Context: an optimization exercise on an open-source flow, tuned for small area, a short achievable clock period and few clock cycles. The choices shown serve that exercise and are no tape-out recipe. In this exercise RTL edits were held to simulation tests only and were not proved equivalent to the original. Power figures rest on the tool's default switching activity, not on a simulated workload.

==> flow/design.v <==
module sm1_frame_decode (
    input  wire [7:0]  f1, f2, f3, f4, f5, f6, f7,
    input  wire [1:0]  rt,        
    input  wire        ch,
    input  wire        ver,
    input  wire [2:0]  k,
    output reg  [31:0] w
);
    wire [15:0] r23 = {f2, f3};
    wire [15:0] r45 = {f4, f5};
    wire [15:0] r67 = {f6, f7};
    always @(*) begin
        w = 32'd0;
        case (rt)
        2'd1: case (k)
            3'd0:    w = {4'h1, ch, ver, f1[1:0], f1, r23};
            3'd1:    w = ver ? {16'd0, r23} : {{16{r23[15]}}, r23};
            default: w = {24'd0, f4};
            endcase
        2'd2: case (k)
            3'd0:    w = {4'h2, ch, ver, f1[0], 1'b0, f1, r23};
            3'd1:    w = ver ? {{17{~r23[15]}}, r23[14:0]} : {{16{r23[15]}}, r23};
            default: w = {24'd0, f4};
            endcase
        default: case (k)
            3'd0:    w = {4'h3, ch, ver, ver, (ver ? f1[2:1] : 2'd0), f1[0], 14'd0, f1};
            3'd1:    w = {{16{r23[15]}}, r23};
            3'd2:    w = {{16{r45[15]}}, r45};
            3'd3:    w = ver ? {{17{~r67[15]}}, r67[14:0]} : {{24{f6[7]}}, f6};
            default: w = ver ? {16'd0, r67} : {24'd0, f6};
            endcase
        endcase
    end
endmodule
module sm1_frame_encode (
    input  wire [31:0] x,         
    input  wire        wide,      
    output wire        fits,
    input  wire [7:0]  f1, f2, f3, f4, f5, f6, f7, cks,
    input  wire        ver,
    input  wire [1:0]  k,
    output reg  [31:0] w
);
    assign fits = wide ? ((x[31:15] == 17'h00000) || (x[31:15] == 17'h1FFFF))
                       : ((x[31:7]  == 25'h0000000) || (x[31:7]  == 25'h1FFFFFF));
    always @(*) begin
        case (k)
            2'd0:    w = {4'h6, 20'd0, (ver ? 8'd10 : 8'd9)};
            2'd1:    w = {8'h02, f1, f2, f3};
            2'd2:    w = ver ? {f4, f5, f6, f7} : {f4, f5, f6, cks};
            default: w = ver ? {cks, 8'h03, 16'd0} : {8'h03, 24'd0};
        endcase
    end
endmodule
module sm1_codec (
    input  wire        clk,
    input  wire        rst,           
    input  wire        cmd_valid,
    output wire        cmd_ready,
    input  wire [31:0] cmd_data,
    input  wire        cmd_last,
    input  wire [31:0] ts_in,         
    output wire        rsp_valid,
    input  wire        rsp_ready,
    output wire [31:0] rsp_data,
    output wire        rsp_last
);
    localparam OP_FEED   = 4'h1, OP_DECODE = 4'h2, OP_ENCODE = 4'h3,
               OP_RSTASM = 4'h4, OP_RSTST  = 4'h5, OP_RSTCH  = 4'h6,
               OP_RDST   = 4'h7, OP_WRCFG  = 4'h8, OP_RDCFG  = 4'h9;
    localparam G_DEC = 2'd0, G_STATS = 2'd1, G_FRAME = 2'd2;
    reg        cfg_ver, cfg_cken, cfg_rxdir;
    reg [63:0] s0, s1;                
    reg [3:0]  len0, len1;
    reg [31:0] ok0, ok1, ckf0, ckf1, mal0, mal1, lts0, lts1;
    reg        seen0, seen1;
    reg        cv, cc;                
    reg [3:0]  c_op;
    reg        c_ch, c_b26, c_b25;
    reg [7:0]  c_lo;
    reg [31:0] c_ts;
    reg        c_badop, c_badres, c_badlen, c_ovf;
    reg [6:0]  c_rem;                 
    reg [1:0]  c_wi;                  
    reg [63:0] opr;                   
    reg        fl1, fl2, fl3, fl4;    
    reg        q0v, q1v, q0l, q1l;
    reg [31:0] q0d, q1d;
    reg        gbusy;
    reg [2:0]  gk, glast;
    reg [1:0]  gtype, x_rt;
    reg        x_ch, x_ver, x_opr, x_n9, x_n10;
    reg        pend_v, pend_ch;
    reg [1:0]  pend_kind;             
    reg        rdy;
    assign cmd_ready = rdy;
    assign rsp_valid = q0v;
    assign rsp_data  = q0d;
    assign rsp_last  = q0l;
    wire exec  = cv && cc && !gbusy && !q1v;
    wire gstep = gbusy && !q1v;
    wire push  = exec || gstep;
    wire pop   = q0v && rsp_ready;
    wire       take     = cmd_valid && rdy;
    wire       is_hdr   = !cv || cc;
    wire       take_hdr = take && is_hdr;
    wire       take_opd = take && !is_hdr;
    wire [3:0] i_op     = cmd_data[31:28];
    reg [31:0] i_resv;
    reg [6:0]  i_rem;
    always @(*) begin
        i_rem = 7'd0;
        case (i_op)
            OP_FEED:   i_resv = 32'h07FFFF00;
            OP_DECODE: begin
                i_resv = 32'h09FFFF00;
                i_rem  = {1'b0, cmd_data[7:2]} + {6'd0, (cmd_data[1:0] != 2'd0)};
            end
            OP_ENCODE: begin i_resv = 32'h0DFFFFF8; i_rem = 7'd3; end
            OP_RSTASM, OP_RSTST, OP_RSTCH, OP_RDST: i_resv = 32'h07FFFFFF;
            OP_WRCFG:  i_resv = 32'h0FFFFFF8;
            OP_RDCFG:  i_resv = 32'h0FFFFFFF;
            default:   i_resv = 32'h00000000;
        endcase
    end
    wire [7:0] ln0 = cmd_data[31:24], ln1 = cmd_data[23:16],
               ln2 = cmd_data[15:8],  ln3 = cmd_data[7:0];
    wire       is_enc = (c_op == OP_ENCODE);
    wire       i_fits;
    wire [7:0] b1 = c_b25 ? {5'd0, c_lo[2:1], c_lo[0]} : {7'd0, c_lo[0]};
    wire       sel_opr = gbusy ? x_opr : (c_op == OP_DECODE || c_op == OP_ENCODE);
    wire       sel_ch  = gbusy ? x_ch  : c_ch;
    wire [63:0] fv = sel_opr ? opr : (sel_ch ? s1 : s0);
    wire [7:0] f1 = fv[7:0],   f2 = fv[15:8],  f3 = fv[23:16], f4 = fv[31:24],
               f5 = fv[39:32], f6 = fv[47:40], f7 = fv[55:48], f8 = fv[63:56];
    reg e_n9, e_n10;
    always @(*) begin
        if (gbusy) begin
            e_n9 = x_n9; e_n10 = x_n10;
        end else if (c_op == OP_DECODE) begin
            e_n9 = c_b26; e_n10 = c_b26 & c_b25;
        end else if (c_op == OP_ENCODE) begin
            e_n9 = 1'b1; e_n10 = c_b25;
        end else begin
            e_n9 = cfg_rxdir; e_n10 = cfg_rxdir & cfg_ver;
        end
    end
    wire [7:0] sum = (f1 + f2) + (f3 + f4) + (e_n9 ? (f5 + f6) : 8'd0) + (e_n10 ? f7 : 8'd0);
    wire [7:0] cks_rx = e_n10 ? f8 : (e_n9 ? f7 : f5);
    wire       ckbad  = cfg_cken && (sum != cks_rx);
    wire       illegal = c_badop || c_badres || c_badlen;
    wire [3:0] ill_why = c_badop ? 4'd1 : (c_badres ? 4'd2 : 4'd3);
    wire       e_dec   = (c_op == OP_DECODE);
    wire       e_ver   = e_dec ? c_b25 : cfg_ver;
    wire       e_dir   = e_dec ? c_b26 : cfg_rxdir;
    wire       e_ch    = e_dec ? 1'b0 : c_ch;
    wire [1:0] rec_rt  = e_dir ? 2'd3 : ((f1[7:3] == 5'd0) ? 2'd1 : 2'd2);
    wire [3:0] lrx  = !cfg_rxdir ? 4'd7 : (cfg_ver ? 4'd10 : 4'd9);
    wire [3:0] alen = c_ch ? len1 : len0;
    wire       b02  = (c_lo == 8'h02);
    wire       b03  = (c_lo == 8'h03);
    wire       at_end = (alen == lrx - 4'd1);
    wire       f_done = at_end && b03;        
    wire       f_mal  = at_end && !b03;       
    reg [3:0] f_len;
    integer k;
    always @(*) begin
        if (f_mal) begin
            f_len = b02 ? 4'd1 : 4'd0;
            for (k = 8; k >= 1; k = k - 1)
                if (fv[8*(k-1) +: 8] == 8'h02 && k <= lrx - 2)
                    f_len = lrx - k[3:0];
        end else if (f_done) begin
            f_len = 4'd0;
        end else if (alen == 4'd0) begin
            f_len = b02 ? 4'd1 : 4'd0;
        end else begin
            f_len = alen + 4'd1;
        end
    end
    wire [7:0] d_lexp = !c_b26 ? 8'd7 : (c_b25 ? 8'd10 : 8'd9);
    wire       d_lenbad = (c_lo != d_lexp);
    wire       d_stx = fl1;
    wire       d_etx = e_n10 ? fl4 : (e_n9 ? fl3 : fl2);
    wire [1:0] mode = c_lo[2:1];
    wire [3:0] field = ((!c_b25 && mode != 2'd0) || (c_b25 && mode == 2'd3)) ? 4'd1 :
                       fl1 ? 4'd2 : fl2 ? 4'd3 : fl3 ? 4'd4 : 4'd0;
    wire [2:0]  dk = gbusy ? gk : 3'd0;
    wire [31:0] dec_w;
    sm1_frame_decode u_dec (
        .f1(f1), .f2(f2), .f3(f3), .f4(f4), .f5(f5), .f6(f6), .f7(f7),
        .rt   (gbusy ? x_rt  : rec_rt),
        .ch   (gbusy ? x_ch  : e_ch),
        .ver  (gbusy ? x_ver : e_ver),
        .k    (dk),
        .w    (dec_w)
    );
    wire [31:0] enc_w;
    sm1_frame_encode u_enc (
        .x(cmd_data), .wide(!(c_wi == 2'd3 && !c_b25)), .fits(i_fits),
        .f1(f1), .f2(f2), .f3(f3), .f4(f4), .f5(f5), .f6(f6), .f7(f7), .cks(sum),
        .ver  (gbusy ? x_ver : c_b25),
        .k    (gbusy ? gk[1:0] : 2'd0),
        .w    (enc_w)
    );
    wire       cs_ch   = pend_v ? pend_ch : x_ch;
    wire [1:0] cs_kind = pend_v ? pend_kind : (gk[1:0] - 2'd1);
    reg [31:0] cm;
    always @(*) begin
        case ({cs_ch, cs_kind})
            3'd0: cm = ok0;  3'd1: cm = ckf0; 3'd2: cm = mal0; 3'd3: cm = lts0;
            3'd4: cm = ok1;  3'd5: cm = ckf1; 3'd6: cm = mal1; default: cm = lts1;
        endcase
    end
    wire [31:0] cinc = (cm == 32'hFFFFFFFF) ? cm : cm + 32'd1;
    reg [31:0] x_w;
    reg [2:0]  x_n;
    reg [1:0]  x_gt;
    reg        x_dn;                  
    always @(*) begin
        x_w  = 32'd0;
        x_n  = 3'd1;
        x_gt = G_DEC;
        x_dn = 1'b0;
        if (illegal) begin
            x_w = {4'hF, 24'd0, ill_why};
        end else begin
            case (c_op)
            OP_FEED: begin
                if (f_done) begin
                    x_dn = 1'b1;
                    if (ckbad) x_w = {4'h4, c_ch, cfg_ver, cfg_rxdir, 9'd0, sum, cks_rx};
                    else begin
                        x_w = dec_w;
                        x_n = cfg_rxdir ? 3'd5 : 3'd3;
                    end
                end else if (f_mal) begin
                    x_w = {4'h5, c_ch, cfg_ver, cfg_rxdir, 9'd0, 4'd0, lrx, 2'd0, 1'b0, 1'b1, 4'd2};
                end
            end
            OP_DECODE: begin
                if (d_lenbad)
                    x_w = {4'h5, 1'b0, c_b25, c_b26, 9'd0, c_lo, 4'd0, 4'd1};
                else if (d_stx || d_etx)
                    x_w = {4'h5, 1'b0, c_b25, c_b26, 9'd0, c_lo, 2'd0, d_stx, d_etx, 4'd2};
                else if (ckbad)
                    x_w = {4'h4, 1'b0, c_b25, c_b26, 9'd0, sum, cks_rx};
                else begin
                    x_w = dec_w;
                    x_n = c_b26 ? 3'd5 : 3'd3;
                end
            end
            OP_ENCODE: begin
                if (field != 4'd0) x_w = {4'h7, 24'd0, field};
                else begin
                    x_w  = enc_w;
                    x_n  = 3'd4;
                    x_gt = G_FRAME;
                end
            end
            OP_RDST: begin
                x_w  = c_ch ? {4'h8, 1'b1, seen1, 22'd0, len1}
                            : {4'h8, 1'b0, seen0, 22'd0, len0};
                x_n  = 3'd5;
                x_gt = G_STATS;
            end
            OP_RDCFG: x_w = {4'h9, 25'd0, cfg_rxdir, cfg_cken, cfg_ver};
            default: ;
            endcase
        end
    end
    wire [31:0] g_w    = (gtype == G_STATS) ? cm : ((gtype == G_FRAME) ? enc_w : dec_w);
    wire        g_last = (gk == glast);
    wire [31:0] p_w    = gbusy ? g_w : x_w;
    wire        p_l    = gbusy ? g_last : (x_n == 3'd1);
    wire cv_n    = take_hdr ? 1'b1 : (exec ? 1'b0 : cv);
    wire cc_n    = take_hdr ? cmd_last : (cc || (take_opd && cmd_last));
    wire gbusy_n = exec ? (x_n != 3'd1) : ((gstep && g_last) ? 1'b0 : gbusy);
    wire x_opr_n = exec ? (c_op == OP_DECODE || c_op == OP_ENCODE) : x_opr;
    wire q1v_n   = q1v ? !pop : (q0v && push && !pop);
    wire q0v_n   = q1v ? 1'b1 : (push || (q0v && !pop));
    wire rdy_n   = !cv_n || (cc_n && !gbusy_n && !q1v_n) || (!cc_n && !(gbusy_n && x_opr_n));
    wire legal = exec && !illegal;
    wire do_feed  = legal && (c_op == OP_FEED);
    wire do_rstst = legal && (c_op == OP_RSTST || c_op == OP_RSTCH);
    wire do_rstas = legal && (c_op == OP_RSTASM || c_op == OP_RSTCH);
    wire do_wrcfg = legal && (c_op == OP_WRCFG);
    wire cfg_chg  = (c_lo[0] != cfg_ver) || (c_lo[2] != cfg_rxdir);
    wire [63:0] s_in  = c_ch ? s1 : s0;
    wire [7:0]  nb5 = (lrx == 4'd7)  ? c_lo : s_in[47:40];
    wire [7:0]  nb7 = (lrx == 4'd9)  ? c_lo : s_in[63:56];
    wire [63:0] s_sh  = {c_lo, nb7, s_in[55:48], nb5, s_in[39:8]};
    always @(posedge clk) begin
        if (rst) begin
            cv <= 1'b0; cc <= 1'b0;
            gbusy <= 1'b0;
            q0v <= 1'b0; q1v <= 1'b0;
            pend_v <= 1'b0;
            rdy <= 1'b1;
            x_opr <= 1'b0;
        end else begin
            cv <= cv_n; cc <= cc_n;
            gbusy <= gbusy_n;
            q0v <= q0v_n; q1v <= q1v_n;
            pend_v <= do_feed && (f_done || f_mal);
            rdy <= rdy_n;
            x_opr <= x_opr_n;
        end
    end
    always @(posedge clk) begin
        if (take_hdr) begin
            c_op     <= i_op;
            c_ch     <= cmd_data[27];
            c_b26    <= cmd_data[26];
            c_b25    <= cmd_data[25];
            c_lo     <= cmd_data[7:0];
            c_ts     <= ts_in;
            c_badop  <= (i_op == 4'h0) || (i_op >= 4'hA);
            c_badres <= (cmd_data & i_resv) != 32'd0;
            c_badlen <= (i_rem != 7'd0);
            c_rem    <= i_rem;
            c_ovf    <= 1'b0;
            c_wi     <= 2'd1;
        end else if (take_opd) begin
            if (c_rem == 7'd0) c_ovf <= 1'b1;
            else               c_rem <= c_rem - 7'd1;
            c_badlen <= c_ovf || (c_rem != 7'd1);
            if (c_wi != 2'd0) c_wi <= (c_wi == 2'd3) ? 2'd0 : c_wi + 2'd1;
            case (c_wi)
            2'd1: begin
                opr[7:0]   <= is_enc ? b1 : ln1;
                opr[15:8]  <= ln2;
                opr[23:16] <= ln3;
                fl1 <= is_enc ? !i_fits : (ln0 != 8'h02);
            end
            2'd2: begin
                opr[31:24] <= is_enc ? ln2 : ln0;
                opr[39:32] <= is_enc ? ln3 : ln1;
                opr[47:40] <= ln2;
                opr[55:48] <= ln3;
                fl2 <= is_enc ? !i_fits : (ln2 != 8'h03);
            end
            2'd3: begin
                if (is_enc) begin
                    opr[47:40] <= c_b25 ? (ln2 ^ 8'h80) : ln3;
                    opr[55:48] <= ln3;
                end
                opr[63:56] <= ln0;
                fl3 <= is_enc ? !i_fits : (ln0 != 8'h03);
                fl4 <= (ln1 != 8'h03);
            end
            default: ;
            endcase
        end
    end
    always @(posedge clk) begin
        if (q1v) begin
            if (pop) begin q0d <= q1d; q0l <= q1l; end
        end else if (push && (!q0v || pop)) begin
            q0d <= p_w; q0l <= p_l;
        end else if (push) begin
            q1d <= p_w; q1l <= p_l;
        end
        if (exec) begin
            gk    <= 3'd1;
            glast <= x_n - 3'd1;
            gtype <= x_gt;
            x_rt  <= rec_rt;
            x_ch  <= e_ch;
            x_ver <= (c_op == OP_ENCODE) ? c_b25 : e_ver;
            x_n9  <= e_n9;
            x_n10 <= e_n10;
        end else if (gstep) begin
            gk <= gk + 3'd1;
        end
    end
    always @(posedge clk) begin
        if (rst) begin
            cfg_ver   <= 1'b1;
            cfg_cken  <= 1'b1;
            cfg_rxdir <= 1'b0;
            len0 <= 4'd0;  len1 <= 4'd0;
            ok0  <= 32'd0; ok1  <= 32'd0;
            ckf0 <= 32'd0; ckf1 <= 32'd0;
            mal0 <= 32'd0; mal1 <= 32'd0;
            lts0 <= 32'd0; lts1 <= 32'd0;
            seen0 <= 1'b0; seen1 <= 1'b0;
        end else begin
            if (pend_v) begin
                case ({pend_ch, pend_kind})
                    3'd0: ok0  <= cinc;
                    3'd1: ckf0 <= cinc;
                    3'd2: mal0 <= cinc;
                    3'd4: ok1  <= cinc;
                    3'd5: ckf1 <= cinc;
                    3'd6: mal1 <= cinc;
                    default: ;
                endcase
            end
            if (do_feed) begin
                if (c_ch) len1 <= f_len; else len0 <= f_len;
                if (!f_done) begin
                    if (c_ch) s1 <= s_sh; else s0 <= s_sh;
                end
                if (f_done) begin
                    if (c_ch) begin lts1 <= c_ts; seen1 <= 1'b1; end
                    else      begin lts0 <= c_ts; seen0 <= 1'b1; end
                end
            end
            if (do_rstas) begin
                if (c_ch) len1 <= 4'd0; else len0 <= 4'd0;
            end
            if (do_rstst) begin
                if (c_ch) begin
                    ok1 <= 32'd0; ckf1 <= 32'd0; mal1 <= 32'd0;
                    lts1 <= 32'd0; seen1 <= 1'b0;
                end else begin
                    ok0 <= 32'd0; ckf0 <= 32'd0; mal0 <= 32'd0;
                    lts0 <= 32'd0; seen0 <= 1'b0;
                end
            end
            if (do_wrcfg) begin
                if (cfg_chg) begin len0 <= 4'd0; len1 <= 4'd0; end
                cfg_ver   <= c_lo[0];
                cfg_cken  <= c_lo[1];
                cfg_rxdir <= c_lo[2];
            end
        end
        if (do_feed) begin
            pend_ch   <= c_ch;
            pend_kind <= f_mal ? 2'd2 : (ckbad ? 2'd1 : 2'd0);
        end
    end
endmodule
==> flow/run.sh <==
#!/bin/bash
# synth_recipe.tcl (not shown) runs the flow's synth.tcl, then flattens the netlist and writes it again
# the make line also repeats each setting of config.mk as NAME=value (left out here)
make -C /OpenROAD-flow-scripts/flow DESIGN_CONFIG=/design/flow/config.mk WORK_HOME=/design/flow/orfs CLKGATE_MAP_FILE= SYNTH_SCRIPT=/design/flow/synth_recipe.tcl finish
==> flow/config.mk <==
export PLATFORM = sky130hd
export DESIGN_NAME = sm1_codec
export DESIGN_NICKNAME = sm1_codec
export VERILOG_FILES = /design/flow/design.v
export SDC_FILE = /design/flow/constraint.sdc
export NUM_CORES = 4
export LEC_CHECK = 0
export CAP_MARGIN = 20
export CORE_MARGIN = 2
export CORE_UTILIZATION = 40
export SLEW_MARGIN = 20
==> flow/constraint.sdc <==
create_clock -name core_clock -period 10.0 [get_ports {clk}]
set_input_delay 2.0000 -clock core_clock [delete_from_list [all_inputs] [get_ports {clk}]]
set_output_delay 2.0000 -clock core_clock [all_outputs]
set_load 0.01 [all_outputs]
==> qor.yml, run 1 <==
floorplan:
  initial_core_util_pct: 40.5
  die_x_um: 295
  die_h_um: 295
  die_area_sq_um: 87300
  rows: 106
  core_sq_um: 83800
  ios: 104
clocking:
  cts.repair.resized: 0
  cts_made_buffers: 71
  root_buffer: "clkbuf_16"
  hold_buffers: 0
  clk_pin_slew_ns: 0.07
  cts_sinks: 616
  cts_setup_buffers: 0
  clk_latency_ns: 0.66
  cts_tree: "done"
  clock_path_buffers: 3
  htreeDepth: 3
layout:
  drive_gt1_share_pct: 11.0
  stdcell_count: 4841
  nets: 3776
  layout_commonest_cell: "nor2_1"
  final_cell_mix: "nor2_1, edfxtp_1, nand2_1"
  areaGrowthSynthToFinish_pct: 13.8
timing:
  rsz0062_at_grt: "false"
  hold_violations: 0
  slew_viol_final: 0
  period_minus_slack_ns: 9.02
  tightest_slew_ns: 1.18
  slew_headroom_pct: 20.3
  setup_viol: 0
  tns_ns: 0
  period_share_pct: 90.2
  fmax_mhz: 111
  fin_worst_skew_ns: 0.0480
synthesis:
  synthAdderAreaFrac_pct: 2.95
  synth_compound_gate_area_share_pct: 21.5
  ys_types: 102
  avgSynthCellArea_sq_um: 9.37
  synth_edf_count: 333
  synthSimpleGateAreaFrac_pct: 15.0
  synthXorXnorAreaFrac_pct: 2.18
  syn_inst: 3627
  synth_seq_area_share_pct: 46.1
  synth_top_family_by_area: "compound AO/OA/AOI/OAI gates"
  ys_async_sr_fraction_pct: 0
  synth_warnings: 3
  synth_nets: 3757
  muxShareOfSynthArea_pct: 7.79
  synth.cell_area_sq_um: 34000
  ys_ff_latch: 616
  synth_ff_type: "edfxtp_1"
critical_path:
  critPathTopFamily: "adder cells"
  crit_path_end_kind: "register"
  criticalPathCategory: "reg -> reg"
  max_stage_delay_ns: 0.93
  cp.arrival_ns: 9.37
  crit_fanout: 34
  start_kind: "register"
  cp_num_buf_inv: 5
  cp_slowest_cell: "o21ai_4"
  required_ns: 10.35
route:
  dr.pass1.iters: 6
  drt_iter0_drc: 3882
  num_vias: 30200
  remaining_drc_errors: 0
  routed_via_density: 6.25
  wl_per_cell_um: 28.9
  ant_nets: 0
  wirelength_mm: 140
global_routing:
  track_usage_pct: 31.5
  grt_overflow: 0
  grt_max_degree: 76
  antenna_found_initial: 3
  grt_pass1_wl_mm: 201
  grt_pass1_vias: 28300
run_status:
  outcome: "no timing/DRC/antenna violations"
pwr:
  ir_worst_vdd_uv: 120
  leakage_nw: 13.8
  pwr_density_cell_nw_per_um2: 176
placed_design:
  port_buffers: 103
  routabilityCongestion: 1.04
  dp_hpwl_mm: 99.8
  post-place-cells: 4707
job:
  max_cap_viol_count: 0
worst_hold_path:
  hold_path.class: "reg -> reg"
metrics by stage:
step	worst slack [ns]	total power (W)	hold slack [ns]	cell area [sq um]	utilization [%]
after global routing	0.447	0.00701	0.477	38700	46.1
after global placement	1.12	0.00406	0.439	36200	43.1
after CTS	1.03	0.00681	0.455	38700	46.1
after detailed placement	1.11	0.00406	0.446	36200	43.1
final	0.984	0.00681	0.453	38700	46.1
after floorplan	1.94	0.00354	0.421	34000	-
synth_stat cells, types with 42 or more instances:
master,number,area [sq um]
a22oi_1,97,728
nand3_1,76,380
nor3_1,61,305
mux2_2,113,1270
inv_1,94,353
clkbuf_1,180,676
o21ai_0,283,1420
nor2_1,427,1600
dfxtp_1,283,5670
xnor2_1,51,447
a21oi_1,325,1630
mux2i_1,120,1200
edfxtp_1,333,10000
a211oi_1,55,413
nand2_1,327,1230
o22ai_1,42,263
tightest hold or removal path, delay by kind of cell, from the launching register on:
kind	cells	cell delay, ns
and+or+nand+nor	1	0.05
DFF	1	0.30
AOI/OAI and AO/OA	1	0.05
layout make-up:
| class | instances | area [sq um] |
|---|---|---|
| Multi-Input combinational cell | 2656 | 16900 |
| Tap cell | 1134 | 1420 |
| Antenna cell | 3 | 7.51 |
| Inverter | 99 | 372 |
| Sequential cell | 616 | 15700 |
| Clock buffer | 97 | 2000 |
| Clock inverter | 34 | 513 |
| Timing Repair Buffer | 202 | 1770 |
| Fill cell | 8070 | 45100 |
metal layers:
layer  up-vias  wire [um]  global-route usage [%]
met1     14700      55200                    40.9
met4         4       8310                    16.8
met5         -         23                       0
li1      13500          -                       -
met2      1689      64400                    50.3
met3       362      11900                    5.27
logic make-up (layout without fill, tap and decap cells):
kind of cell,count (synthesis),in the layout
AOI/OAI and AO/OA,1151,1151
xor gates and xnor gates,78,78
adders and majority gates,64,64
buffers and inverters,355,432
DFF,616,616
muxes,243,243
other,0,3
and+or+nand+nor,1120,1120
power breakdown:
part / total, W / internal (W) / switching (W) / leakage, nW
Sequential: 0.00273 / 0.00269 / 0.0000330 / 5.34
Combinational: 0.00132 / 0.000422 / 0.000901 / 7.24
Clock: 0.00276 / 0.00161 / 0.00115 / 1.21
final timing paths:
check	from	end	slack (ns)	cells past startpoint
setup / recovery	c_op[3]$_DFFE_PP_	q0l$_DFFE_PP_	0.98	29
hold / removal	ckf0[24]$_SDFF_PP0_	ckf0[24]$_SDFF_PP0_	0.45	2
setup reg to reg	c_op[3]$_DFFE_PP_	q0l$_DFFE_PP_	0.98	29
hold reg to reg	ckf0[24]$_SDFF_PP0_	ckf0[24]$_SDFF_PP0_	0.45	2
sequential cells by signal, indices dropped and copies added (netlist names), 3 cells and up, named ones only:
signal / flops
lts1: 7
opr: 64
c_ts: 32
ok1: 32
glast: 3
ok0: 32
mal1: 32
mal0: 32
c_lo: 8
gk: 3
q0d: 32
s1: 64
s0: 64
ckf0: 32
q1d: 32
c_rem: 7
c_op: 4
len0: 4
ckf1: 32
len1: 4
Testbench counts, summed over its fixed seeds: cycles 24,764.
==> run 2, diff against run 1 <==
--- a/flow/config.mk
+++ b/flow/config.mk
@@ -7,2 +7,3 @@
 export LEC_CHECK = 0
+export ABC_CLOCK_PERIOD_IN_PS = 3500
 export CAP_MARGIN = 20
@@ -10,2 +11,3 @@
 export CORE_UTILIZATION = 40
+export SETUP_SLACK_MARGIN = 5
 export SLEW_MARGIN = 20
==> run 2 against run 1 <==
Compared with the run above: sequential cell count is the same; die area is the same; combinational power grew 32%; core utilization grew 1.6 points; routed wire length grew 1.3%; first-iteration DRC count grew 1.2%; worst setup slack gained 1.6 ns; synthesized cell count is the same; design area grew 3.4%; clock power shrank 8.3%.
==> qor.yml, run 2 <==
run_status:
  outcome: "no timing/DRC/antenna violations"
floorplan:
  die_x_um: 295  # unchanged
  die_area_sq_um: 87300  # unchanged
  initial_core_util_pct: 40.5  # unchanged
  ios: 104  # unchanged
  die_h_um: 295  # unchanged
  core_sq_um: 83800  # unchanged
  rows: 106  # unchanged
critical_path:
  crit_path_end_kind: "register"
  cp.arrival_ns: 7.78  # -1.59 ns
  start_kind: "register"
  criticalPathCategory: "reg -> reg"
  cpMostUsedCell: "fa_1"
  r2r_start: "c_op[3]$_DFFE_PP_"
  reg2reg_to: "q0d[17]$_DFFE_PP_"
  max_stage_delay_ns: 0.59  # -0.34 ns
  r2r_setup_slack_ns: 2.60  # +1.62 ns
  required_ns: 10.38  # +0.03 ns
  cp_slowest_cell: "or4b_4"
  reg2regPathDepth: 28  # -3.4%
  crit_fanout: 7  # -79%
layout:
  stdcell_count: 4903  # +1.3%
  areaGrowthSynthToFinish_pct: 17.7
  nets: 3843  # +1.8%
  drive_gt1_share_pct: 15.8  # +4.9 points
  layout_commonest_cell: "nor2_1"
  final_cell_mix: "nor2_1, edfxtp_1, nand2_1"
  top_regs: "opr x64, s0 x64, s1 x64"
  n_antenna_cell: 0  # -3
timing:
  rsz0062_at_grt: "true"
  fmax_mhz: 135  # +22%
  worst_slack_ns: 2.60  # +1.62 ns
  slew_viol_final: 0  # unchanged
  fin_worst_skew_ns: 0.0284  # -0.0195 ns
  slew_headroom_pct: 21.3  # +0.99 points
  period_minus_slack_ns: 7.40  # -1.62 ns
  tns_ns: 0  # unchanged
  tightest_slew_ns: 1.17  # -0.00937 ns
  hold_ws_ns: 0.451  # -0.00166 ns
  hold_violations: 0  # unchanged
  period_share_pct: 74.0  # -16 points
  setup_viol: 0  # unchanged
clocking:
  clock_path_buffers: 3  # unchanged
  cts_tree: "done"
  hold_buffers: 0  # unchanged
  cts_sinks: 616  # unchanged
  clk_pin_slew_ns: 0.06  # about the same
  cts_made_buffers: 69  # -2.8%
  htreeDepth: 3  # unchanged
  root_buffer: "clkbuf_16"
  clk_latency_ns: 0.64  # -0.02 ns
synthesis:
  synth_seq_area_share_pct: 46.1  # unchanged
  synth_top_area_share_pct: 29.4  # unchanged
  ys_ff_latch: 616  # unchanged
  synth_common_cells: "nor2_1, edfxtp_1, nand2_1, a21oi_1"
  yosysMostFrequentCell: "nor2_1"
  synth_warnings: 3  # unchanged
  ys_async_sr_fraction_pct: 0  # unchanged
  synth_area_leader_cell: "edfxtp_1"
  synth_ff_type: "edfxtp_1"
  synth.cell_area_sq_um: 34000  # unchanged
  avgSynthCellArea_sq_um: 9.37  # unchanged
  ys_types: 102  # unchanged
  synth_edf_count: 333  # unchanged
  synth.area.top_cells: "edfxtp_1, dfxtp_1, a21oi_1"
  synth_nets: 3757  # unchanged
  syn_inst: 3627  # unchanged
route:
  wl_per_cell_um: 28.9  # about the same
  drt_iter0_drc: 3928  # +1.2%
  wirelength_mm: 141  # +1.3%
  num_vias: 30800  # +1.9%
  routed_via_density: 6.28  # +0.63%
  ant_nets: 0  # unchanged
  dr.pass1.iters: 8  # +2
  remaining_drc_errors: 0  # unchanged
pwr:
  power_w: 0.00699  # +2.7%
  pwr_density_cell_nw_per_um2: 175  # -0.74%
  leakage_nw: 14.3  # +3.6%
  ir_worst_vdd_uv: 158  # +33%
worst_hold_path:
  hp-start: "ok0[24]$_SDFF_PP0_"
  hold_path.class: "reg -> reg"
  holdPathStages: 2  # unchanged
  hold_path_end: "ok0[24]$_SDFF_PP0_"
global_routing:
  track_usage_pct: 31.8  # +0.29 points
  grt_pass1_vias: 28800  # +1.9%
  grt_overflow: 0  # unchanged
  grt_max_degree: 73  # -3.9%
  antenna_found_initial: 3  # unchanged
  grt_pass1_wl_mm: 203  # +0.82%
placed_design:
  port_buffers: 103  # unchanged
  dp_slack_ns: 1.06  # -0.0515 ns
  routabilityCongestion: 1.04  # +0.11%
  dp_hpwl_mm: 99.0  # -0.73%
  post-place-cells: 4700  # -0.15%
job:
  max_cap_viol_count: 0  # unchanged
run 2: cell count changes in the layout (fill, tap and decap cells not counted), sizes merged, moves of 3 or more:
cell,before,now
buf,100,163
bufinv,7,3
clkbuf,97,89
clkinv,26,31
diode,3,0
inv,97,101
run 2: layout make-up:
type,count,area [sq um]
clock inverters,38,302
repair buffers,266,2430
multi-input cells,2661,17900
flip-flops and latches,616,15700
inverters,99,372
well taps,1134,1420
clock buffers,89,1910
fillers,8017,43800
run 2: worst max-delay path: cells and delay by family, from the launching register on:
| family | cells | cell delay, ns |
|---|---|---|
| adders and majority gates | 5 | 2.10 |
| AOI/OAI and AO/OA | 6 | 1.34 |
| and+or+nand+nor | 6 | 1.19 |
| xor gates and xnor gates | 4 | 1.01 |
| muxes | 2 | 0.61 |
| buffers and inverters | 5 | 0.51 |
| DFF | 1 | 0.40 |
run 2: how the worst max path moves through the flow:
| stage | startpoint | end | cells after the start |
|---|---|---|---|
| 2_1_floorplan | c_op[3]$_DFFE_PP_ | q0d[27]$_DFFE_PP_ | 38 |
| 5_1_grt | c_op[3]$_DFFE_PP_ | q0d[3]$_DFFE_PP_ | 30 |
| 3_5_place_dp | gbusy$_SDFF_PP0_ | q0l$_DFFE_PP_ | 28 |
| 4_1_cts | c_op[2]$_DFFE_PP_ | q0d[25]$_DFFE_PP_ | 30 |
| 6_report | c_op[3]$_DFFE_PP_ | q0d[17]$_DFFE_PP_ | 28 |
| 3_3_place_gp | gbusy$_SDFF_PP0_ | q0l$_DFFE_PP_ | 28 |
run 2: kinds of logic after synthesis:
family,count (synthesis),synth area share (%)
compound gates,1151,21.5
simple gates,1120,15.0
flops,616,46.1
buf+inv,355,4.41
mux,243,7.79
xor+xnor,78,2.18
fa+ha+maj,64,2.95
run 2: what timing repair did:
action | 4_1_cts | 5_1_grt
endpoints found under the setup margin | 267 | 213
pin swaps | 49 | 52
cloned | 6 | 0
setup buffers | 48 | 22
gates resized for setup | 108 | 75
run 2: routing by layer:
layer | wire [um] | GRT usage (%)
met5 | 13 | 0
met4 | 8270 | 16.0
met3 | 12800 | 5.74
met2 | 64800 | 51.3
met1 | 55600 | 40.9
run 2: where the power goes:
part / leakage, nW / total (W) / internal (W) / switching, W
Clock: 1.10 / 0.00253 / 0.00144 / 0.00109
Combinational: 7.85 / 0.00174 / 0.000671 / 0.00107
Sequential: 5.34 / 0.00273 / 0.00269 / 0.0000330
run 2: per-stage QoR:
step / util (%) / instance area (sq um)
6_report: 47.7 / 40000
5_1_grt: 47.7 / 40000
4_1_cts: 47.1 / 39400
3_5_place_dp: 43.2 / 36200
3_3_place_gp: 43.2 / 36200
2_1_floorplan: - / 34200

==> static timing again, ports no longer ideal <==
The results above use ideal ports. As a check the final layouts listed here were re-extracted and re-timed, cells and wires unchanged.
Step 1: set_driving_cell puts a clkbuf_16 on clk and a buf_2 on each other input, an assumption about the parent block.
Step 2 adds t to the input delays and takes it off the output delays; t is the mean of the earliest and latest rising clock arrival at the registers after step 1. Input paths then give back, and output paths get back, about the clock's delay inside the block.
Three values: no drivers, after step 1, after step 2; two values: the first two.
| run | t (ns) | slack for setup (ns) | cell pins on the clock port's net |
|---|---|---|---|
| run 1 | 0.713 | 0.984 / 0.984 / 0.984 | 1 |
| run 2 | 0.697 | 2.601 / 2.601 / 2.601 | 1 |
After both steps every run listed still meets setup and hold.
